What follows belongs to an exercise in optimizing a design on an open flow for small area, a short achievable clock period and few clock cycles; a production flow would make more cautious choices. In this exercise RTL edits were held to simulation tests only and were not proved equivalent to the original.

==> flow/design.v (outline; a module is shown in full before it is edited, if it fits) <==
// module acc_add: 45 lines
// module sq53: 1283 lines
// module rms_unit: 133 lines
// module sq_stage1: 21 lines
// module sq_stage2: 36 lines
// module gotune_gate: 114 lines
module gotune_gate (
    input  wire        clk,
    input  wire        rst,
    input  wire        start_valid,
    output wire        start_ready,
    input  wire [15:0] cfg_n,
    input  wire [63:0] cfg_silence,
    input  wire        s_valid,
    output wire        s_ready,
    input  wire [63:0] s_data,
    output wire        r_valid,
    output wire [63:0] r_rms,
    output wire        r_silent
);
  // ...
==> flow/run.sh <==
#!/bin/bash
# synth_recipe.tcl (not shown) runs the flow's synth.tcl, then flattens the netlist and writes it again
# the make line also repeats each setting of config.mk as NAME=value (left out here)
make -C /OpenROAD-flow-scripts/flow DESIGN_CONFIG=/design/flow/config.mk WORK_HOME=/design/flow/orfs CLKGATE_MAP_FILE= SYNTH_SCRIPT=/design/flow/synth_recipe.tcl finish
==> flow/config.mk <==
export PLATFORM = sky130hd
export DESIGN_NAME = gotune_gate
export DESIGN_NICKNAME = gotune_gate
export VERILOG_FILES = /design/flow/design.v
export SDC_FILE = /design/flow/constraint.sdc
export NUM_CORES = 4
export LEC_CHECK = 0
export CAP_MARGIN = 20
export CORE_MARGIN = 2
export CORE_UTILIZATION = 25
export PLACE_DENSITY = 0.35
export SLEW_MARGIN = 20
==> flow/constraint.sdc <==
create_clock -name core_clock -period 40.0 [get_ports {clk}]
set_input_delay 8.0000 -clock core_clock [delete_from_list [all_inputs] [get_ports {clk}]]
set_output_delay 8.0000 -clock core_clock [all_outputs]
set_load 0.01 [all_outputs]
==> metrics.cfg, run 1 <==
[critical_path]
timing.rr.end = acc[58]
r2r_slack_ns = 23.75
crit_path_end_kind = register
r2r-start = acc[59]
crit_start = acc[59]
max_stage_delay_ns = 0.96
cpMostUsedCell = buf_4
crit_end = acc[58]

[clock_network]
cts_root_buffer = clkbuf_16
path_clk_slew_ns = 0.06
cts_buffers = 92
cts_resized = 0

[yosys]
synth_top_area_cell = fa_1
ys_warn_count = 4
synth.most_common_cell = inv_1
synthAdderAreaFrac = 0.3229
synthMuxAreaShare = 0.04193

[timing]
final.setup.tns_ns = 0
grt_setup_unrepaired = false
finalWorstSetupSlack_ns = 23.75
min_period_ns = 16.25

[status]
outcome = no timing/DRC/antenna violations

[placement]
placed_area_mm2 = 0.09821
dp_cells = 15330

[finish]
multi_input_area_share = 0.6601
fin_nets = 12390
area_growth_pct = 11.57

[detailed_routing]
first_iter_violations = 6214

[floorplan]
die_w_um = 606.6

Testbench counts, summed over its fixed seeds: cycles 70,934.
==> module rms_unit, before the edit <==
module rms_unit (
    input  wire        clk,
    input  wire        rst,
    input  wire        job,         
    input  wire        job_empty,   
    input  wire [15:0] n_in,        
    input  wire [63:0] s_in,
    input  wire [63:0] acc,         
    output wire        take,        
    output wire        idle,
    output reg         r_valid,
    output wire [63:0] r_rms,
    output reg         r_silent
);
    localparam [62:0] QNAN = 63'h7FF8000000000000;
    localparam [62:0] PINF = 63'h7FF0000000000000;
    localparam [2:0] B_IDLE = 3'd0, B_WAIT = 3'd1, B_DIV = 3'd2, B_DPACK = 3'd3,
                     B_SQRT = 3'd4, B_SPACK = 3'd5, B_FIN = 3'd6;
    reg  [2:0]  state;
    reg  [5:0]  it;
    reg         started;
    reg         empty_q;
    reg  [11:0] ex;           
    reg  [53:0] w;            
    reg  [62:0] r;            
    reg  [54:0] sr;           
    reg  [62:0] s_back;       
    assign take  = (state == B_WAIT) && (it == 6'd0);
    assign idle  = (state == B_IDLE);
    assign r_rms = {1'b0, r};
    wire [10:0] pe = acc[62:52];
    wire        p_nan  = (pe == 11'h7FF) && (acc[51:0] != 52'd0);
    wire        p_inf  = (pe == 11'h7FF) && (acc[51:0] == 52'd0);
    wire        p_zero = (acc[62:0] == 63'd0);
    wire [15:0] dv    = sr[54:39];
    wire [16:0] rin   = {sr[15:0], w[53]};
    wire [17:0] dsub  = {1'b0, rin} - {2'b00, dv};
    wire        qb    = !dsub[17];
    wire [53:0] rq    = {r[52:0], qb};
    wire [11:0] ex_m1 = ex - 12'd1;
    wire        use_q = (state == B_DPACK);
    wire        stk   = use_q ? (sr[15:0] != 16'd0) : (sr != 55'd0);
    wire [10:0] pk_e  = r[53] ? ex[10:0] : 11'd0;
    wire [62:0] pk    = {pk_e, r[52:1]} + {62'd0, r[0] & (r[1] | stk)};
    wire [10:0] qe    = pk[62:52];
    wire [10:0] qeu   = (qe == 11'd0) ? 11'd1 : qe;
    wire [52:0] qm    = {qe != 11'd0, pk[51:0]};
    wire [11:0] re    = ({1'b0, qeu} + 12'd1022 + {11'd0, qeu[0]}) >> 1;
    wire [1:0]  pair  = w[53:52];
    wire [56:0] sin   = {sr, pair};
    wire [56:0] trial = {1'b0, r[53:0], 2'b01};
    wire [57:0] ssub  = {1'b0, sin} - {1'b0, trial};
    wire        rb    = !ssub[57];
    wire        cnt_it = started || (pair != 2'b00);
    always @(posedge clk) begin
        if (rst) begin
            state   <= B_IDLE;
            r_valid <= 1'b0;
        end else begin
            r_valid <= 1'b0;
            case (state)
                B_IDLE: begin
                    sr[54:39] <= n_in;
                    s_back    <= (!s_in[63] && !((s_in[62:52] == 11'h7FF) && (s_in[51:0] != 52'd0)))
                                 ? s_in[62:0] : 63'd0;
                    if (job) begin
                        empty_q <= job_empty;
                        it      <= 6'd2;
                        state   <= B_WAIT;
                    end
                end
                B_WAIT: begin
                    it <= it - 6'd1;
                    if (it == 6'd0) begin
                        w        <= {(pe != 11'd0), acc[51:0], 1'b0};
                        ex       <= {1'b0, (pe == 11'd0) ? 11'd1 : pe} + 12'd54;
                        r        <= 63'd0;
                        sr[15:0] <= 16'd0;
                        if (empty_q || p_zero) begin
                            state <= B_FIN;
                        end else if (p_nan) begin
                            r     <= QNAN;
                            state <= B_FIN;
                        end else if (p_inf) begin
                            r     <= PINF;
                            state <= B_FIN;
                        end else begin
                            state <= B_DIV;
                        end
                    end
                end
                B_DIV: begin
                    sr[15:0] <= qb ? dsub[15:0] : rin[15:0];
                    w        <= {w[52:0], 1'b0};
                    r[53:0]  <= rq;
                    ex       <= ex_m1;
                    if (rq[53] || (ex_m1 == 12'd1)) state <= B_DPACK;
                end
                B_DPACK: begin
                    w       <= qeu[0] ? {1'b0, qm} : {qm, 1'b0};
                    ex      <= re;
                    r       <= 63'd0;
                    sr      <= 55'd0;
                    it      <= 6'd0;
                    started <= 1'b0;
                    state   <= (pk == 63'd0) ? B_FIN : B_SQRT;
                end
                B_SQRT: begin
                    w       <= {w[51:0], 2'b00};
                    sr      <= rb ? ssub[54:0] : sin[54:0];
                    r[53:0] <= {r[52:0], rb};
                    started <= cnt_it;
                    if (cnt_it) begin
                        it <= it + 6'd1;
                        if (it == 6'd53) state <= B_SPACK;
                    end else begin
                        ex <= ex_m1;
                    end
                end
                B_SPACK: begin
                    r     <= pk;
                    state <= B_FIN;
                end
                B_FIN: begin
                    r_valid  <= 1'b1;
                    r_silent <= empty_q || (s_back > r);
                    state    <= B_IDLE;
                end
                default: state <= B_IDLE;
            endcase
        end
    end
endmodule
==> module sq_stage1, before the edit <==
module sq_stage1 (
    input  wire [63:0]        x,
    output wire [54:0]        xf,      
    output wire signed [12:0] e,
    output wire               zero,    
    output wire               inf,
    output wire               nan
);
    wire [10:0] ex = x[62:52];
    wire [51:0] fx = x[51:0];
    wire [52:0] m  = {1'b1, fx};
    wire [105:0] p;
    sq53 u_sq (.m(m), .p(p));
    wire st50 = |m[24:0];      
    wire st51 = |m[25:0];      
    assign xf   = p[105] ? {p[104:51], st51} : {p[103:50], st50};
    assign e    = $signed({1'b0, ex, 1'b0}) - 13'sd1023 + $signed({12'd0, p[105]});
    assign zero = (ex == 11'd0);
    assign inf  = (ex == 11'h7FF) && (fx == 52'd0);
    assign nan  = (ex == 11'h7FF) && (fx != 52'd0);
endmodule
==> module sq_stage2, before the edit <==
module sq_stage2 (
    input  wire [54:0]        xf,
    input  wire signed [12:0] e,
    input  wire               zero_i,
    input  wire               inf_i,
    input  wire               nan_i,
    output wire [51:0]        f,
    output wire signed [11:0] eo,
    output wire               zero,
    output wire               inf,
    output wire               nan
);
    wire [55:0] x = {1'b1, xf};
    wire        sub    = (e <= 13'sd0);
    wire [12:0] sh13   = 13'd1 - e;
    wire        sh_big = sub && (sh13 >= 13'd54);
    wire [5:0]  sh     = sub ? sh13[5:0] : 6'd0;
    wire [6:0]  pos    = {1'b0, sh} + 7'd3;           
    reg  [55:0] mask;
    integer i;
    always @* begin
        for (i = 0; i < 56; i = i + 1)
            mask[i] = (i < pos);
    end
    wire        guard  = x[pos - 7'd1];
    wire        lsb    = (pos <= 7'd55) ? x[pos[5:0]] : 1'b0;
    wire        sticky = |(x & {1'b0, mask[55:1]});
    wire        rup    = guard & (sticky | lsb);
    wire [56:0] y      = ({1'b0, x | mask} + {56'd0, rup}) & {1'b0, ~mask};
    wire signed [13:0] e1 = $signed({e[12], e}) + $signed({13'd0, y[56]});
    assign f    = y[54:3];
    assign eo   = e1[11:0];
    assign nan  = nan_i;
    assign inf  = !nan_i && (inf_i || (!zero_i && e1 >= 14'sd2047));
    assign zero = !nan_i && !inf_i && (zero_i || sh_big || (y[56:55] == 2'b00));
endmodule
==> module gotune_gate, before the edit <==
module gotune_gate (
    input  wire        clk,
    input  wire        rst,
    input  wire        start_valid,
    output wire        start_ready,
    input  wire [15:0] cfg_n,
    input  wire [63:0] cfg_silence,
    input  wire        s_valid,
    output wire        s_ready,
    input  wire [63:0] s_data,
    output wire        r_valid,
    output wire [63:0] r_rms,
    output wire        r_silent
);
    reg         st_rdy;        
    reg         sm_rdy;        
    reg         pend;          
    reg         pend_empty;
    reg         job, job_empty;
    reg  [15:0] cnt;           
    reg  [15:0] n_front;
    reg  [63:0] s_front;
    assign start_ready = st_rdy;
    assign s_ready     = sm_rdy;
    wire start_fire = start_valid && st_rdy;
    wire s_fire     = s_valid && sm_rdy;
    reg  [63:0] xin;
    reg         vin;
    reg  [54:0] p_f;
    reg  [12:0] p_e;
    reg         p_z, p_inf, p_nan, p_v;
    reg  [51:0] q_f;
    reg  [11:0] q_e;
    reg         q_z, q_inf, q_nan, q_v;
    reg  [63:0] acc;
    wire [54:0] s1_f;
    wire [12:0] s1_e;
    wire        s1_z, s1_inf, s1_nan;
    sq_stage1 u_s1 (.x(xin), .xf(s1_f), .e(s1_e), .zero(s1_z), .inf(s1_inf), .nan(s1_nan));
    wire [51:0] s2_f;
    wire [11:0] s2_e;
    wire        s2_z, s2_inf, s2_nan;
    sq_stage2 u_s2 (.xf(p_f), .e(p_e), .zero_i(p_z), .inf_i(p_inf), .nan_i(p_nan),
                    .f(s2_f), .eo(s2_e), .zero(s2_z), .inf(s2_inf), .nan(s2_nan));
    wire [63:0] sum;
    acc_add u_add (.a(acc), .bf(q_f), .be(q_e), .binf(q_inf), .bnan(q_nan), .y(sum));
    wire take, b_idle;
    rms_unit u_rms (.clk(clk), .rst(rst), .job(job), .job_empty(job_empty),
                    .n_in(n_front), .s_in(s_front), .acc(acc), .take(take), .idle(b_idle),
                    .r_valid(r_valid), .r_rms(r_rms), .r_silent(r_silent));
    wire free    = b_idle && !job;
    wire is_last = vin ? (cnt == 16'd2) : (cnt == 16'd1);
    wire is_zero = (cnt == 16'd0) && !vin;
    always @(posedge clk) begin
        xin <= s_data;
        p_f <= s1_f;
        p_e <= s1_e;
        p_z <= s1_z;
        p_inf <= s1_inf;
        p_nan <= s1_nan;
        q_f <= s2_f;
        q_e <= s2_e;
        q_z <= s2_z;
        q_inf <= s2_inf;
        q_nan <= s2_nan;
        if (st_rdy) begin
            cnt     <= cfg_n;
            n_front <= cfg_n;
            s_front <= cfg_silence;
        end else begin
            cnt <= cnt - {15'd0, vin};
        end
        if (rst) begin
            st_rdy <= 1'b1;
            sm_rdy <= 1'b0;
            pend   <= 1'b0;
            job    <= 1'b0;
            vin    <= 1'b0;
            p_v    <= 1'b0;
            q_v    <= 1'b0;
            acc    <= 64'd0;
        end else begin
            vin <= s_fire;
            p_v <= vin;
            q_v <= p_v;
            if (take)
                acc <= 64'd0;
            else if (q_v && !q_z)
                acc <= sum;
            job <= 1'b0;
            if (start_fire) begin
                st_rdy <= 1'b0;
                sm_rdy <= 1'b1;
            end
            if (sm_rdy && ((s_fire && is_last) || is_zero)) begin
                sm_rdy <= 1'b0;
                if (free) begin
                    job       <= 1'b1;
                    job_empty <= is_zero;
                    st_rdy    <= 1'b1;
                end else begin
                    pend       <= 1'b1;
                    pend_empty <= is_zero;
                end
            end
            if (pend && free) begin
                pend      <= 1'b0;
                job       <= 1'b1;
                job_empty <= pend_empty;
                st_rdy    <= 1'b1;
            end
        end
    end
endmodule
==> run 2, diff against run 1 <==
--- a/flow/design.v
+++ b/flow/design.v
@@ -1,56 +1,107 @@
-module acc_add (
-    input  wire [63:0]        a,
-    input  wire [51:0]        bf,
-    input  wire signed [11:0] be,
-    input  wire               binf,
-    input  wire               bnan,
-    output wire [63:0]        y
+module acc_sum (
+    input  wire               clk,
+    input  wire               rst,
+    input  wire               take,      
+    input  wire               b_v,       
+    input  wire [51:0]        b_f,
+    input  wire signed [11:0] b_e,
+    input  wire               b_inf,
+    input  wire               b_nan,
+    output wire [63:0]        acc        
 );
     localparam [63:0] QNAN = 64'h7FF8000000000000;
     localparam [63:0] PINF = 64'h7FF0000000000000;
-    wire [10:0] ae = a[62:52];
-    wire [51:0] af = a[51:0];
-    wire a_nan = (ae == 11'h7FF) && (af != 52'd0);
-    wire a_inf = (ae == 11'h7FF) && (af == 52'd0);
-    wire signed [12:0] ea  = {2'b00, (ae == 11'd0) ? 11'd1 : ae};
-    wire signed [12:0] eb  = {be[11], be};
-    wire signed [12:0] dab = ea - eb;
-    wire signed [12:0] dba = eb - ea;
-    wire        a_ge = !dab[12];
-    wire [11:0] d    = a_ge ? dab[11:0] : dba[11:0];
-    wire [11:0] ex   = a_ge ? ea[11:0] : eb[11:0];
-    wire [52:0] ma   = {ae != 11'd0, af};
-    wire [52:0] mb   = {1'b1, bf};
-    wire [52:0] mx   = a_ge ? ma : mb;
-    wire [52:0] mz   = a_ge ? mb : ma;
-    wire [55:0] zw  = {mz, 3'b000};
-    wire        far = (d >= 12'd56);
-    wire [5:0]  ds  = d[5:0];
+    reg         z_v;
+    reg  [55:0] z_m;        
+    reg         z_neg;      
+    reg         z_m1;       
+    reg  [5:0]  z_sa;       
+    reg         z_big;      
+    reg  [10:0] z_e;
+    reg         z_inf, z_nan;
+    reg  [52:0] a_m;
+    reg  [10:0] a_e;
+    reg         a_c;
+    reg         a_inf, a_nan;
+    assign acc = a_nan ? QNAN : a_inf ? PINF : {1'b0, a_m[52] ? a_e : 11'd0, a_m[51:0]};
+    wire        case_a = !z_neg || (z_m1 && a_c);         
+    wire [55:0] za     = (!z_neg && a_c) ? {1'b0, z_m[55:2], z_m[1] | z_m[0]} : z_m;
+    wire [55:0] aw     = {a_m, 3'b000};
     reg  [55:0] lowm;
     integer i;
     always @* begin
         for (i = 0; i < 56; i = i + 1)
-            lowm[i] = (i < ds);
+            lowm[i] = (i < z_sa);
+    end
+    wire        astk   = z_big ? (a_m != 53'd0) : |(aw & lowm);
+    wire [55:0] ash    = z_big ? 56'd0 : (aw >> z_sa);
+    wire [55:0] zb     = a_c ? {ash[55:1], ash[0] | astk}
+                             : {1'b0, ash[55:2], ash[1] | ash[0] | astk};
+    wire [55:0] x      = case_a ? aw : z_m;
+    wire [55:0] z      = case_a ? za : zb;
+    wire [10:0] eb     = case_a ? a_e : z_e;
+    wire [53:0] u      = {1'b0, x[55:3]} + {1'b0, z[55:3]};
+    wire [53:0] u1     = {1'b0, x[55:3]} + {1'b0, z[55:3]} + 54'd1;
+    wire        zst    = z[1] | z[0];
+    wire        rup0   = z[2] & (zst | u[0]);             
+    wire        rup1   = u[0] & (z[2] | zst | u[1]);      
+    wire        cy     = u[53];
+    wire [52:0] m_new  = cy ? (rup1 ? u1[53:1] : u[53:1])
+                            : (rup0 ? (u1[53] ? {1'b1, 52'd0} : u1[52:0]) : u[52:0]);
+    wire        c_new  = cy | (rup0 & u1[53]);
+    wire [10:0] eb_p1  = eb + 11'd1;
+    wire [10:0] e2     = c_new ? eb_p1 : eb;
+    wire        ovf    = c_new && (eb == 11'd2046);
+    wire        clr    = rst || take;
+    wire [10:0] e_next = clr ? 11'd1 : (z_v ? eb : a_e);
+    wire signed [12:0] d = $signed({2'b00, e_next}) - $signed({b_e[11], b_e});
+    wire [12:0] nd     = -d;
+    wire [12:0] ndm1   = nd - 13'd1;
+    wire [55:0] bw     = {1'b1, b_f, 3'b000};
+    wire [5:0]  ds     = d[5:0];
+    reg  [55:0] lowb;
+    always @* begin
+        for (i = 0; i < 56; i = i + 1)
+            lowb[i] = (i < ds);
+    end
+    wire        bfar   = (d >= 13'sd56);
+    wire [55:0] bsh    = bfar ? 56'd1 : ((bw >> ds) | {55'd0, |(bw & lowb)});
+    always @(posedge clk) begin
+        z_v    <= b_v && !rst;
+        z_m    <= d[12] ? bw : bsh;
+        z_neg  <= d[12];
+        z_m1   <= (d == -13'sd1);
+        z_sa   <= (nd >= 13'd64) ? 6'd63 : ndm1[5:0];
+        z_big  <= (nd >= 13'd57);
+        z_e    <= b_e[10:0];
+        z_inf  <= b_inf;
+        z_nan  <= b_nan;
+        if (clr) begin
+            a_m   <= 53'd0;
+            a_e   <= 11'd1;
+            a_c   <= 1'b0;
+            a_inf <= 1'b0;
+            a_nan <= 1'b0;
+        end else if (z_v) begin
+            a_m   <= m_new;
+            a_e   <= e2;
+            a_c   <= c_new;
+            a_inf <= a_inf || z_inf || ovf;
+            a_nan <= a_nan || z_nan;
+        end else begin
+            a_c   <= 1'b0;
+        end
     end
-    wire        stk = far ? (mz != 53'd0) : |(zw & lowm);
-    wire [55:0] zsh = far ? 56'd0 : (zw >> ds);
-    wire [56:0] s   = {1'b0, mx, 3'b000} + {1'b0, zsh[55:1], zsh[0] | stk};
-    wire [55:0] n  = s[56] ? {s[56:2], s[1] | s[0]} : s[55:0];
-    wire [11:0] e  = ex + {11'd0, s[56]};
-    wire [10:0] ef = n[55] ? e[10:0] : 11'd0;
-    wire        rup = n[2] & (n[1] | n[0] | n[3]);
-    wire [62:0] r  = {ef, n[54:3]} + {62'd0, rup};
-    assign y = (a_nan || bnan) ? QNAN :
-               (a_inf || binf || (e >= 12'd2047)) ? PINF : {1'b0, r};
 endmodule
 module sq53 (
     input  wire [52:0]  m,
-    output wire [105:0] p
+    output wire [105:0] pa,
+    output wire [105:0] pb
 );
     wire w1 = (m[0]&m[37]) ^ (m[1]&m[36]); wire w2 = (m[0]&m[37]) & (m[1]&m[36]);
     wire w3 = (m[0]&m[38]) ^ (m[1]&m[37]); wire w4 = (m[0]&m[38]) & (m[1]&m[37]);
     wire w5 = (m[0]&m[39]) ^ (m[1]&m[38]) ^ (m[2]&m[37]); wire w6 = ((m[0]&m[39]) & (m[1]&m[38])) | ((m[0]&m[39]) & (m[2]&m[37])) | ((m[1]&m[38]) & (m[2]&m[37]));
     wire w7 = (m[3]&m[36]) ^ (m[4]&m[35]); wire w8 = (m[3]&m[36]) & (m[4]&m[35]);
     wire w9 = (m[0]&m[40]) ^ (m[1]&m[39]) ^ (m[2]&m[38]); wire w10 = ((m[0]&m[40]) & (m[1]&m[39])) | ((m[0]&m[40]) & (m[2]&m[38])) | ((m[1]&m[39]) & (m[2]&m[38]));
     wire w11 = (m[3]&m[37]) ^ (m[4]&m[36]); wire w12 = (m[3]&m[37]) & (m[4]&m[36]);
     wire w13 = (m[0]&m[41]) ^ (m[1]&m[40]) ^ (m[2]&m[39]); wire w14 = ((m[0]&m[41]) & (m[1]&m[40])) | ((m[0]&m[41]) & (m[2]&m[39])) | ((m[1]&m[40]) & (m[2]&m[39]));
@@ -1317,38 +1368,38 @@
     wire w2535 = w2340 ^ w2341 ^ w2153; wire w2536 = (w2340 & w2341) | (w2340 & w2153) | (w2341 & w2153);
     wire w2537 = w2342 ^ w2343 ^ w2157; wire w2538 = (w2342 & w2343) | (w2342 & w2157) | (w2343 & w2157);
     wire w2539 = w2344 ^ w2345 ^ (m[47]&m[49]); wire w2540 = (w2344 & w2345) | (w2344 & (m[47]&m[49])) | (w2345 & (m[47]&m[49]));
     wire w2541 = w2346 ^ w2347 ^ m[49]; wire w2542 = (w2346 & w2347) | (w2346 & m[49]) | (w2347 & m[49]);
     wire w2543 = w2348 ^ w2349 ^ (m[48]&m[50]); wire w2544 = (w2348 & w2349) | (w2348 & (m[48]&m[50])) | (w2349 & (m[48]&m[50]));
     wire w2545 = w2350 ^ w2351 ^ m[50]; wire w2546 = (w2350 & w2351) | (w2350 & m[50]) | (w2351 & m[50]);
     wire w2547 = w2352 ^ (m[48]&m[52]) ^ (m[49]&m[51]); wire w2548 = (w2352 & (m[48]&m[52])) | (w2352 & (m[49]&m[51])) | ((m[48]&m[52]) & (m[49]&m[51]));
     wire w2549 = (m[49]&m[52]) ^ (m[50]&m[51]) ^ m[51]; wire w2550 = ((m[49]&m[52]) & (m[50]&m[51])) | ((m[49]&m[52]) & m[51]) | ((m[50]&m[51]) & m[51]);
-    wire [105:0] ra = {1'b0, (m[51]&m[52]), w2550, w2548, w2546, w2544, w2542, w2540, w2538, w2536, w2534, w2532, w2530, w2528, w2526, w2524, w2522, w2520, w2518, w2516, w2514, w2512, w2510, w2508, w2506, w2504, w2502, w2500, w2498, w2496, w2494, w2492, w2490, w2488, w2486, w2484, w2482, w2480, w2478, w2476, w2474, w2472, w2470, w2468, w2466, w2464, w2462, w2460, w2458, w2456, w2454, w2452, w2450, w2448, w2446, w2444, w2442, w2440, w2438, w2436, w2434, w2432, w2430, w2428, w2426, w2424, w2422, w2420, w2418, w2416, w2414, w2412, w2410, w2408, w2406, w2404, w2402, w2400, w2398, w2396, w2394, w2392, w2390, w2388, w2386, w2384, w2382, w2380, w2378, w2376, w2374, w2372, w2370, w2368, w2366, w2364, w2362, w2360, w2358, w2356, w2354, w2353, (m[0]&m[2]), (m[0]&m[1]), 1'b0, m[0]};
-    wire [105:0] rb = {1'b0, m[52], (m[50]&m[52]), w2549, w2547, w2545, w2543, w2541, w2539, w2537, w2535, w2533, w2531, w2529, w2527, w2525, w2523, w2521, w2519, w2517, w2515, w2513, w2511, w2509, w2507, w2505, w2503, w2501, w2499, w2497, w2495, w2493, w2491, w2489, w2487, w2485, w2483, w2481, w2479, w2477, w2475, w2473, w2471, w2469, w2467, w2465, w2463, w2461, w2459, w2457, w2455, w2453, w2451, w2449, w2447, w2445, w2443, w2441, w2439, w2437, w2435, w2433, w2431, w2429, w2427, w2425, w2423, w2421, w2419, w2417, w2415, w2413, w2411, w2409, w2407, w2405, w2403, w2401, w2399, w2397, w2395, w2393, w2391, w2389, w2387, w2385, w2383, w2381, w2379, w2377, w2375, w2373, w2371, w2369, w2367, w2365, w2363, w2361, w2359, w2357, w2355, m[2], 1'b0, m[1], 1'b0, 1'b0};
-    assign p = ra + rb;
+    assign pa = {1'b0, (m[51]&m[52]), w2550, w2548, w2546, w2544, w2542, w2540, w2538, w2536, w2534, w2532, w2530, w2528, w2526, w2524, w2522, w2520, w2518, w2516, w2514, w2512, w2510, w2508, w2506, w2504, w2502, w2500, w2498, w2496, w2494, w2492, w2490, w2488, w2486, w2484, w2482, w2480, w2478, w2476, w2474, w2472, w2470, w2468, w2466, w2464, w2462, w2460, w2458, w2456, w2454, w2452, w2450, w2448, w2446, w2444, w2442, w2440, w2438, w2436, w2434, w2432, w2430, w2428, w2426, w2424, w2422, w2420, w2418, w2416, w2414, w2412, w2410, w2408, w2406, w2404, w2402, w2400, w2398, w2396, w2394, w2392, w2390, w2388, w2386, w2384, w2382, w2380, w2378, w2376, w2374, w2372, w2370, w2368, w2366, w2364, w2362, w2360, w2358, w2356, w2354, w2353, (m[0]&m[2]), (m[0]&m[1]), 1'b0, m[0]};
+    assign pb = {1'b0, m[52], (m[50]&m[52]), w2549, w2547, w2545, w2543, w2541, w2539, w2537, w2535, w2533, w2531, w2529, w2527, w2525, w2523, w2521, w2519, w2517, w2515, w2513, w2511, w2509, w2507, w2505, w2503, w2501, w2499, w2497, w2495, w2493, w2491, w2489, w2487, w2485, w2483, w2481, w2479, w2477, w2475, w2473, w2471, w2469, w2467, w2465, w2463, w2461, w2459, w2457, w2455, w2453, w2451, w2449, w2447, w2445, w2443, w2441, w2439, w2437, w2435, w2433, w2431, w2429, w2427, w2425, w2423, w2421, w2419, w2417, w2415, w2413, w2411, w2409, w2407, w2405, w2403, w2401, w2399, w2397, w2395, w2393, w2391, w2389, w2387, w2385, w2383, w2381, w2379, w2377, w2375, w2373, w2371, w2369, w2367, w2365, w2363, w2361, w2359, w2357, w2355, m[2], 1'b0, m[1], 1'b0, 1'b0};
 endmodule
 module rms_unit (
     input  wire        clk,
-    input  wire        rst,
+    input  wire        rst,         
+    input  wire        rst_out,     
     input  wire        job,         
     input  wire        job_empty,   
     input  wire [15:0] n_in,        
     input  wire [63:0] s_in,
     input  wire [63:0] acc,         
     output wire        take,        
     output wire        idle,
     output reg         r_valid,
     output wire [63:0] r_rms,
     output reg         r_silent
 );
     localparam [62:0] QNAN = 63'h7FF8000000000000;
     localparam [62:0] PINF = 63'h7FF0000000000000;
     localparam [2:0] B_IDLE = 3'd0, B_WAIT = 3'd1, B_DIV = 3'd2, B_DPACK = 3'd3,
-                     B_SQRT = 3'd4, B_SPACK = 3'd5, B_FIN = 3'd6;
+                     B_SQRT = 3'd4, B_SPACK = 3'd5, B_FIN = 3'd6, B_DUNPK = 3'd7;
     reg  [2:0]  state;
     reg  [5:0]  it;
     reg         started;
     reg         empty_q;
     reg  [11:0] ex;           
     reg  [53:0] w;            
     reg  [62:0] r;            
     reg  [54:0] sr;           
@@ -1365,40 +1416,39 @@
     wire [17:0] dsub  = {1'b0, rin} - {2'b00, dv};
     wire        qb    = !dsub[17];
     wire [53:0] rq    = {r[52:0], qb};
     wire [11:0] ex_m1 = ex - 12'd1;
     wire        use_q = (state == B_DPACK);
     wire        stk   = use_q ? (sr[15:0] != 16'd0) : (sr != 55'd0);
     wire [10:0] pk_e  = r[53] ? ex[10:0] : 11'd0;
     wire [62:0] pk    = {pk_e, r[52:1]} + {62'd0, r[0] & (r[1] | stk)};
-    wire [10:0] qe    = pk[62:52];
+    wire [10:0] qe    = r[62:52];
     wire [10:0] qeu   = (qe == 11'd0) ? 11'd1 : qe;
-    wire [52:0] qm    = {qe != 11'd0, pk[51:0]};
+    wire [52:0] qm    = {qe != 11'd0, r[51:0]};
     wire [11:0] re    = ({1'b0, qeu} + 12'd1022 + {11'd0, qeu[0]}) >> 1;
     wire [1:0]  pair  = w[53:52];
     wire [56:0] sin   = {sr, pair};
     wire [56:0] trial = {1'b0, r[53:0], 2'b01};
     wire [57:0] ssub  = {1'b0, sin} - {1'b0, trial};
     wire        rb    = !ssub[57];
     wire        cnt_it = started || (pair != 2'b00);
     always @(posedge clk) begin
+        r_valid <= 1'b0;
         if (rst) begin
             state   <= B_IDLE;
-            r_valid <= 1'b0;
         end else begin
-            r_valid <= 1'b0;
             case (state)
                 B_IDLE: begin
                     sr[54:39] <= n_in;
                     s_back    <= (!s_in[63] && !((s_in[62:52] == 11'h7FF) && (s_in[51:0] != 52'd0)))
                                  ? s_in[62:0] : 63'd0;
                     if (job) begin
                         empty_q <= job_empty;
-                        it      <= 6'd2;
+                        it      <= 6'd3;
                         state   <= B_WAIT;
                     end
                 end
                 B_WAIT: begin
                     it <= it - 6'd1;
                     if (it == 6'd0) begin
                         w        <= {(pe != 11'd0), acc[51:0], 1'b0};
                         ex       <= {1'b0, (pe == 11'd0) ? 11'd1 : pe} + 12'd54;
@@ -1420,23 +1470,27 @@
                 B_DIV: begin
                     sr[15:0] <= qb ? dsub[15:0] : rin[15:0];
                     w        <= {w[52:0], 1'b0};
                     r[53:0]  <= rq;
                     ex       <= ex_m1;
                     if (rq[53] || (ex_m1 == 12'd1)) state <= B_DPACK;
                 end
                 B_DPACK: begin
+                    r     <= pk;
+                    state <= B_DUNPK;
+                end
+                B_DUNPK: begin
                     w       <= qeu[0] ? {1'b0, qm} : {qm, 1'b0};
                     ex      <= re;
                     r       <= 63'd0;
                     sr      <= 55'd0;
                     it      <= 6'd0;
                     started <= 1'b0;
-                    state   <= (pk == 63'd0) ? B_FIN : B_SQRT;
+                    state   <= (r == 63'd0) ? B_FIN : B_SQRT;
                 end
                 B_SQRT: begin
                     w       <= {w[51:0], 2'b00};
                     sr      <= rb ? ssub[54:0] : sin[54:0];
                     r[53:0] <= {r[52:0], rb};
                     started <= cnt_it;
                     if (cnt_it) begin
                         it <= it + 6'd1;
@@ -1445,188 +1499,203 @@
                         ex <= ex_m1;
                     end
                 end
                 B_SPACK: begin
                     r     <= pk;
                     state <= B_FIN;
                 end
                 B_FIN: begin
-                    r_valid  <= 1'b1;
+                    r_valid  <= !rst_out;
                     r_silent <= empty_q || (s_back > r);
                     state    <= B_IDLE;
                 end
                 default: state <= B_IDLE;
             endcase
         end
     end
 endmodule
 module sq_stage1 (
-    input  wire [63:0]        x,
-    output wire [54:0]        xf,      
-    output wire signed [12:0] e,
-    output wire               zero,    
-    output wire               inf,
-    output wire               nan
+    input  wire [63:0]  x,
+    output wire [55:0]  ha,
+    output wire [55:0]  hb,
+    output wire         cin,
+    output wire         st50,    
+    output wire [10:0]  ex,
+    output wire         zero,    
+    output wire         inf,
+    output wire         nan
 );
-    wire [10:0] ex = x[62:52];
-    wire [51:0] fx = x[51:0];
-    wire [52:0] m  = {1'b1, fx};
-    wire [105:0] p;
-    sq53 u_sq (.m(m), .p(p));
-    wire st50 = |m[24:0];      
-    wire st51 = |m[25:0];      
-    assign xf   = p[105] ? {p[104:51], st51} : {p[103:50], st50};
-    assign e    = $signed({1'b0, ex, 1'b0}) - 13'sd1023 + $signed({12'd0, p[105]});
+    wire [51:0]  fx = x[51:0];
+    wire [52:0]  m  = {1'b1, fx};
+    wire [105:0] pa, pb;
+    sq53 u_sq (.m(m), .pa(pa), .pb(pb));
+    wire [50:0]  lo = {1'b0, pa[49:0]} + {1'b0, pb[49:0]};
+    assign ha   = pa[105:50];
+    assign hb   = pb[105:50];
+    assign cin  = lo[50];
+    assign st50 = |m[24:0];
+    assign ex   = x[62:52];
     assign zero = (ex == 11'd0);
     assign inf  = (ex == 11'h7FF) && (fx == 52'd0);
     assign nan  = (ex == 11'h7FF) && (fx != 52'd0);
 endmodule
 module sq_stage2 (
-    input  wire [54:0]        xf,
-    input  wire signed [12:0] e,
+    input  wire [55:0]        ha,
+    input  wire [55:0]        hb,
+    input  wire               cin,
+    input  wire               st50,
+    input  wire [10:0]        ex,
     input  wire               zero_i,
     input  wire               inf_i,
     input  wire               nan_i,
     output wire [51:0]        f,
     output wire signed [11:0] eo,
     output wire               zero,
     output wire               inf,
     output wire               nan
 );
-    wire [55:0] x = {1'b1, xf};
-    wire        sub    = (e <= 13'sd0);
-    wire [12:0] sh13   = 13'd1 - e;
-    wire        sh_big = sub && (sh13 >= 13'd54);
-    wire [5:0]  sh     = sub ? sh13[5:0] : 6'd0;
-    wire [6:0]  pos    = {1'b0, sh} + 7'd3;           
+    wire [55:0] q    = ha + hb + {55'd0, cin};    
+    wire        p105 = q[55];
+    wire signed [12:0] g = 13'sd1026 - $signed({1'b0, ex, 1'b0});
+    wire        g_big = (g >= 13'sd57);
+    wire        g_hi  = (g >= 13'sd3);
+    wire [5:0]  lp    = g_hi ? g[5:0] : {4'd0, 1'b1, p105};    
     reg  [55:0] mask;
     integer i;
     always @* begin
         for (i = 0; i < 56; i = i + 1)
-            mask[i] = (i < pos);
+            mask[i] = (i < lp);
     end
-    wire        guard  = x[pos - 7'd1];
-    wire        lsb    = (pos <= 7'd55) ? x[pos[5:0]] : 1'b0;
-    wire        sticky = |(x & {1'b0, mask[55:1]});
+    wire        guard  = q[lp - 6'd1];
+    wire        lsb    = (lp <= 6'd55) ? q[lp] : 1'b0;
+    wire        sticky = (|(q & {1'b0, mask[55:1]})) | st50;
     wire        rup    = guard & (sticky | lsb);
-    wire [56:0] y      = ({1'b0, x | mask} + {56'd0, rup}) & {1'b0, ~mask};
-    wire signed [13:0] e1 = $signed({e[12], e}) + $signed({13'd0, y[56]});
-    assign f    = y[54:3];
-    assign eo   = e1[11:0];
+    wire [56:0] y      = ({1'b0, q | mask} + {56'd0, rup}) & {1'b1, ~mask};
+    wire [1:0]  lead = y[56] ? 2'd2 : (y[55] ? 2'd1 : 2'd0);
+    wire signed [13:0] e = $signed({2'b00, ex, 1'b0}) - 14'sd1023 + $signed({12'd0, lead});
+    assign f    = y[56] ? 52'd0 : (y[55] ? y[54:3] : y[53:2]);
+    assign eo   = e[11:0];
     assign nan  = nan_i;
-    assign inf  = !nan_i && (inf_i || (!zero_i && e1 >= 14'sd2047));
-    assign zero = !nan_i && !inf_i && (zero_i || sh_big || (y[56:55] == 2'b00));
+    assign inf  = !nan_i && (inf_i || (!zero_i && e >= 14'sd2047));
+    assign zero = !nan_i && !inf_i && (zero_i || g_big || (y[56:54] == 3'b000));
 endmodule
 module gotune_gate (
     input  wire        clk,
     input  wire        rst,
     input  wire        start_valid,
     output wire        start_ready,
     input  wire [15:0] cfg_n,
     input  wire [63:0] cfg_silence,
     input  wire        s_valid,
     output wire        s_ready,
     input  wire [63:0] s_data,
     output wire        r_valid,
     output wire [63:0] r_rms,
     output wire        r_silent
 );
+    reg         rst_q;
     reg         st_rdy;        
     reg         sm_rdy;        
     reg         pend;          
     reg         pend_empty;
     reg         job, job_empty;
     reg  [15:0] cnt;           
     reg  [15:0] n_front;
     reg  [63:0] s_front;
     assign start_ready = st_rdy;
     assign s_ready     = sm_rdy;
     wire start_fire = start_valid && st_rdy;
     wire s_fire     = s_valid && sm_rdy;
     reg  [63:0] xin;
     reg         vin;
-    reg  [54:0] p_f;
-    reg  [12:0] p_e;
+    reg  [55:0] p_a, p_b;
+    reg         p_cin, p_st;
+    reg  [10:0] p_e;
     reg         p_z, p_inf, p_nan, p_v;
     reg  [51:0] q_f;
     reg  [11:0] q_e;
     reg         q_z, q_inf, q_nan, q_v;
-    reg  [63:0] acc;
-    wire [54:0] s1_f;
-    wire [12:0] s1_e;
+    wire [55:0] s1_a, s1_b;
+    wire        s1_cin, s1_st;
+    wire [10:0] s1_e;
     wire        s1_z, s1_inf, s1_nan;
-    sq_stage1 u_s1 (.x(xin), .xf(s1_f), .e(s1_e), .zero(s1_z), .inf(s1_inf), .nan(s1_nan));
+    sq_stage1 u_s1 (.x(xin), .ha(s1_a), .hb(s1_b), .cin(s1_cin), .st50(s1_st), .ex(s1_e),
+                    .zero(s1_z), .inf(s1_inf), .nan(s1_nan));
     wire [51:0] s2_f;
     wire [11:0] s2_e;
     wire        s2_z, s2_inf, s2_nan;
-    sq_stage2 u_s2 (.xf(p_f), .e(p_e), .zero_i(p_z), .inf_i(p_inf), .nan_i(p_nan),
+    sq_stage2 u_s2 (.ha(p_a), .hb(p_b), .cin(p_cin), .st50(p_st), .ex(p_e),
+                    .zero_i(p_z), .inf_i(p_inf), .nan_i(p_nan),
                     .f(s2_f), .eo(s2_e), .zero(s2_z), .inf(s2_inf), .nan(s2_nan));
-    wire [63:0] sum;
-    acc_add u_add (.a(acc), .bf(q_f), .be(q_e), .binf(q_inf), .bnan(q_nan), .y(sum));
-    wire take, b_idle;
-    rms_unit u_rms (.clk(clk), .rst(rst), .job(job), .job_empty(job_empty),
+    wire [63:0] acc;
+    wire        take, b_idle;
+    acc_sum u_sum (.clk(clk), .rst(rst_q), .take(take), .b_v(q_v && !q_z), .b_f(q_f), .b_e(q_e),
+                   .b_inf(q_inf), .b_nan(q_nan), .acc(acc));
+    rms_unit u_rms (.clk(clk), .rst(rst_q), .rst_out(rst || rst_q), .job(job), .job_empty(job_empty),
                     .n_in(n_front), .s_in(s_front), .acc(acc), .take(take), .idle(b_idle),
                     .r_valid(r_valid), .r_rms(r_rms), .r_silent(r_silent));
     wire free    = b_idle && !job;
     wire is_last = vin ? (cnt == 16'd2) : (cnt == 16'd1);
     wire is_zero = (cnt == 16'd0) && !vin;
     always @(posedge clk) begin
-        xin <= s_data;
-        p_f <= s1_f;
-        p_e <= s1_e;
-        p_z <= s1_z;
+        rst_q <= rst;
+        xin   <= s_data;
+        p_a   <= s1_a;
+        p_b   <= s1_b;
+        p_cin <= s1_cin;
+        p_st  <= s1_st;
+        p_e   <= s1_e;
+        p_z   <= s1_z;
         p_inf <= s1_inf;
         p_nan <= s1_nan;
-        q_f <= s2_f;
-        q_e <= s2_e;
-        q_z <= s2_z;
+        q_f   <= s2_f;
+        q_e   <= s2_e;
+        q_z   <= s2_z;
         q_inf <= s2_inf;
         q_nan <= s2_nan;
         if (st_rdy) begin
             cnt     <= cfg_n;
             n_front <= cfg_n;
             s_front <= cfg_silence;
         end else begin
             cnt <= cnt - {15'd0, vin};
         end
+        job_empty <= pend ? pend_empty : is_zero;
+        if (!pend) pend_empty <= is_zero;
+        vin <= s_fire && !rst;
+        if (rst_q) begin
+            p_v  <= 1'b0;
+            q_v  <= 1'b0;
+            pend <= 1'b0;
+        end else begin
+            p_v <= vin;
+            q_v <= p_v;
+        end
+        job <= 1'b0;
         if (rst) begin
+            st_rdy <= 1'b0;
+            sm_rdy <= 1'b0;
+        end else if (rst_q) begin
             st_rdy <= 1'b1;
             sm_rdy <= 1'b0;
-            pend   <= 1'b0;
-            job    <= 1'b0;
-            vin    <= 1'b0;
-            p_v    <= 1'b0;
-            q_v    <= 1'b0;
-            acc    <= 64'd0;
         end else begin
-            vin <= s_fire;
-            p_v <= vin;
-            q_v <= p_v;
-            if (take)
-                acc <= 64'd0;
-            else if (q_v && !q_z)
-                acc <= sum;
-            job <= 1'b0;
             if (start_fire) begin
                 st_rdy <= 1'b0;
                 sm_rdy <= 1'b1;
             end
             if (sm_rdy && ((s_fire && is_last) || is_zero)) begin
                 sm_rdy <= 1'b0;
                 if (free) begin
-                    job       <= 1'b1;
-                    job_empty <= is_zero;
-                    st_rdy    <= 1'b1;
+                    job    <= 1'b1;
+                    st_rdy <= 1'b1;
                 end else begin
-                    pend       <= 1'b1;
-                    pend_empty <= is_zero;
+                    pend   <= 1'b1;
                 end
             end
             if (pend && free) begin
                 pend      <= 1'b0;
                 job       <= 1'b1;
-                job_empty <= pend_empty;
                 st_rdy    <= 1'b1;
             end
         end
     end
 endmodule
==> metrics.cfg, run 2 <==
[floorplan]
dieArea_mm2 = 0.3928
coreArea_mm2 = 0.3860
fp-row-count = 228
io_pins = 216
die_w_um = 626.7  ; +3.3%
die_h_um = 626.7
initial_core_util = 0.2512

[yosys]
avgSynthCellArea_um2 = 8.516
ys_top_cells_by_count = 1612 x inv_1, 1220 x nand2_1, 1217 x fa_1
ys.flop_type = dfxtp_1
syn_inst = 11380
ys_ff_latch = 766
ys_warn_count = 4  ; unchanged
yosys-top-cells-area = fa_1 25%, edfxtp_1 10%, dfxtp_1 8.9%
seq_area_frac_synth = 0.1930
synth.most_common_cell = inv_1
synth_top_area_cell = fa_1
synth_enable_flop_cells = 337
syn_area_mm2 = 0.09694
yosysTopAreaCellShare = 0.2513
async_flop_share = 0
ys_types = 118
syn_nets = 13140

[critical_path]
cp.arrival_ns = 11.37
cp-start-kind = register
crit_path_end_kind = register
max_stage_delay_ns = 0.98  ; +0.02 ns
r2r-start = u_sum.z_sa[0]
cpMostUsedCell = o21ai_0
path_delay_family = simple AND/OR/NAND/NOR gates
crit_slowest_cell = nor4_1
path_max_fanout = 56
r2r_slack_ns = 29.33  ; +5.59 ns
crit_chain = buf_4 -> mux4_2 -> mux4_2 -> mux2i_1 -> o21ai_0 -> a221oi_1 -> a31oi_1 -> ha_1 -> nand2_1 -> o21bai_1 -> a21oi_1 -> nor3_1 -> a21boi_1 -> o21ai_0 -> xnor2_1 -> nand4b_1 -> nor4_1 -> nand4bb_1 -> nor4_2 -> a21boi_1 -> buf_4 -> or2_0 -> a221oi_1 -> o21ai_0
critPathBufInv = 2
critPathKind = reg -> reg
reg2reg_depth = 24
required_ns = 40.70
timing.rr.end = u_sum.a_m[21]

[finish]
fin_util = 0.2814
largest_reg_flops = 64
area_growth_pct = 12.04
final_common_cell = inv_1
fin_cells = 16510
top_register = s_front
fin_nets = 12990  ; +4.9%
mostFrequentLayoutCells = 1610 x inv_1, 1218 x nand2_1, 1216 x fa_1
drive_above_1_share = 0.06110

[timing]
finalWorstSetupSlack_ns = 29.33  ; +5.587 ns
slew-limit-headroom = 0.09596
finalSetupViolCount = 0
final.setup.tns_ns = 0  ; unchanged
min_period_ns = 10.67  ; -5.587 ns
hold_viol = 0
tightestPinTransition_ns = 1.344
fin_worst_skew_ns = 0.1488
grt_setup_unrepaired = false
drv_slew = 0
fmax_mhz = 93.75
post-route-period-util = 0.2667
whs_ns = 0.3070

[detailed_routing]
wl_per_cell_um = 25.76
ant_nets = 0
drc = 0
drt_wl_total_um = 425300
dr.pass1.iters = 10
vias = 83420
first_iter_violations = 6459  ; +3.9%
via_per_inst = 5.051

[worst_hold_path]
holdPathStages = 0
whs_endpoint = u_sum.z_e[4]
min_from = q_e[4]
holdCritPathClass = reg -> reg

[placement]
dpl_worst_slack_ns = 29.61
gp_congestion = 0.8897
portBuffers = 213
dp_cells = 16300  ; +6.3%
place_hpwl_um = 317000

[clock_network]
clock-sinks = 766
cts_buffers = 109  ; +18%
htree_levels = 3
cts_tree = yes
clk_latency_ns = 0.95
cts_resized = 0  ; unchanged
cts_root_buffer = clkbuf_16
clockBufferDepth = 4
postCtsSetupRepairBufs = 0
path_clk_slew_ns = 0.06  ; about the same
cts_hold_buf = 0

[global_route]
grt_pass1_vias = 86660
grt.total_usage = 0.2130
grt_max_degree = 75
overflow = 0
antenna_found_initial = 31
grt_pass1_wl_um = 617300

[job]
max-cap-violations = 0

[status]
outcome = no timing/DRC/antenna violations

-- run 2: cell count changes after synthesis, sizes merged, moves of 118 or more --
cell and delta:
and2 +168, dfxtp +138, inv +118, mux2i +122, nand2 +129, nor2 -143
o21ai +136
-- run 2: how the worst max path moves through the flow --
stage                             start  slack, ns  depth (start not counted)            end
after floorplan                  st_rdy      29.84                          0    start_ready
after global placement    u_sum.z_sa[0]      29.64                         24  u_sum.a_m[21]
after detailed placement  u_sum.z_sa[0]      29.61                         24  u_sum.a_m[21]
after CTS                   u_rms.r[53]      29.39                          1      r_rms[53]
after global routing      u_sum.z_sa[0]      28.88                         29  u_sum.a_m[21]
final                     u_sum.z_sa[0]      29.33                         24  u_sum.a_m[21]
-- run 2: cells by family after synthesis --
family          share of synthesized area
fa+ha+maj                          0.3015
simple gates                       0.1896
buf+inv                           0.09202
other cells                    0.00003868
xor+xnor                          0.03370
compound gates                     0.1405
mux                               0.04966
flops                              0.1930
-- run 2: layout make-up --
class | count | area, um2
tap | 5175 | 6475
multi-input combinational | 8276 | 69510
clock inverter | 60 | 720.7
timing repair buffer | 456 | 3989
antenna | 13 | 32.53
sequential | 766 | 18750
inverter | 1631 | 6123
fill | 41420 | 277400
clock buffer | 137 | 3018
-- run 2: stage by stage --
stage          area [um2]
2_1_floorplan       96940
3_3_place_gp       104800
3_5_place_dp       104800
4_1_cts            108600
5_1_grt            108600
6_report           108600
-- run 2: routing by layer --
metal | vias to the layer above | share of wire | global-route usage
met5 | - | 0.000063 | 0
met4 | 4 | 0.033 | 0.06308
met3 | 557 | 0.050 | 0.02358
met2 | 2591 | 0.48 | 0.3648
met1 | 42720 | 0.44 | 0.2809
li1 | 37550 | - | -
Testbench counts of run 2, summed over its fixed seeds: cycles 70,950.

[static timing again, ports no longer ideal]
In the flow no input, the clock included, has a driving cell. The finished layouts below were timed again as built, in two steps. Step 1 (the two cells are an assumption about what drives the block):
set clk [get_ports {clk}]
set_driving_cell -lib_cell sky130_fd_sc_hd__clkbuf_16 $clk
set_driving_cell -lib_cell sky130_fd_sc_hd__buf_2 [delete_from_list [all_inputs] $clk]
Step 2 times the ports against the registers' clock, not the clock port: input delays grow and output delays shrink by t, the midpoint of the rising clock arrivals with the driver on. a / b / c = ideal / step 1 / step 2; a / b = the first two.
run	t, ns	slack for setup (ns)	worst hold slack (ns)	worst register clock-pin slew, ns	pins driven straight from the clock port
run 1	0.901	23.747 / 23.747 / 23.747	0.422 / 0.422 / 0.422	0.08 / 0.08	1
run 2	0.984	29.333 / 29.333 / 29.333	0.307 / 0.307 / 0.307	0.07 / 0.07	1
After both steps every run listed still meets setup and hold.
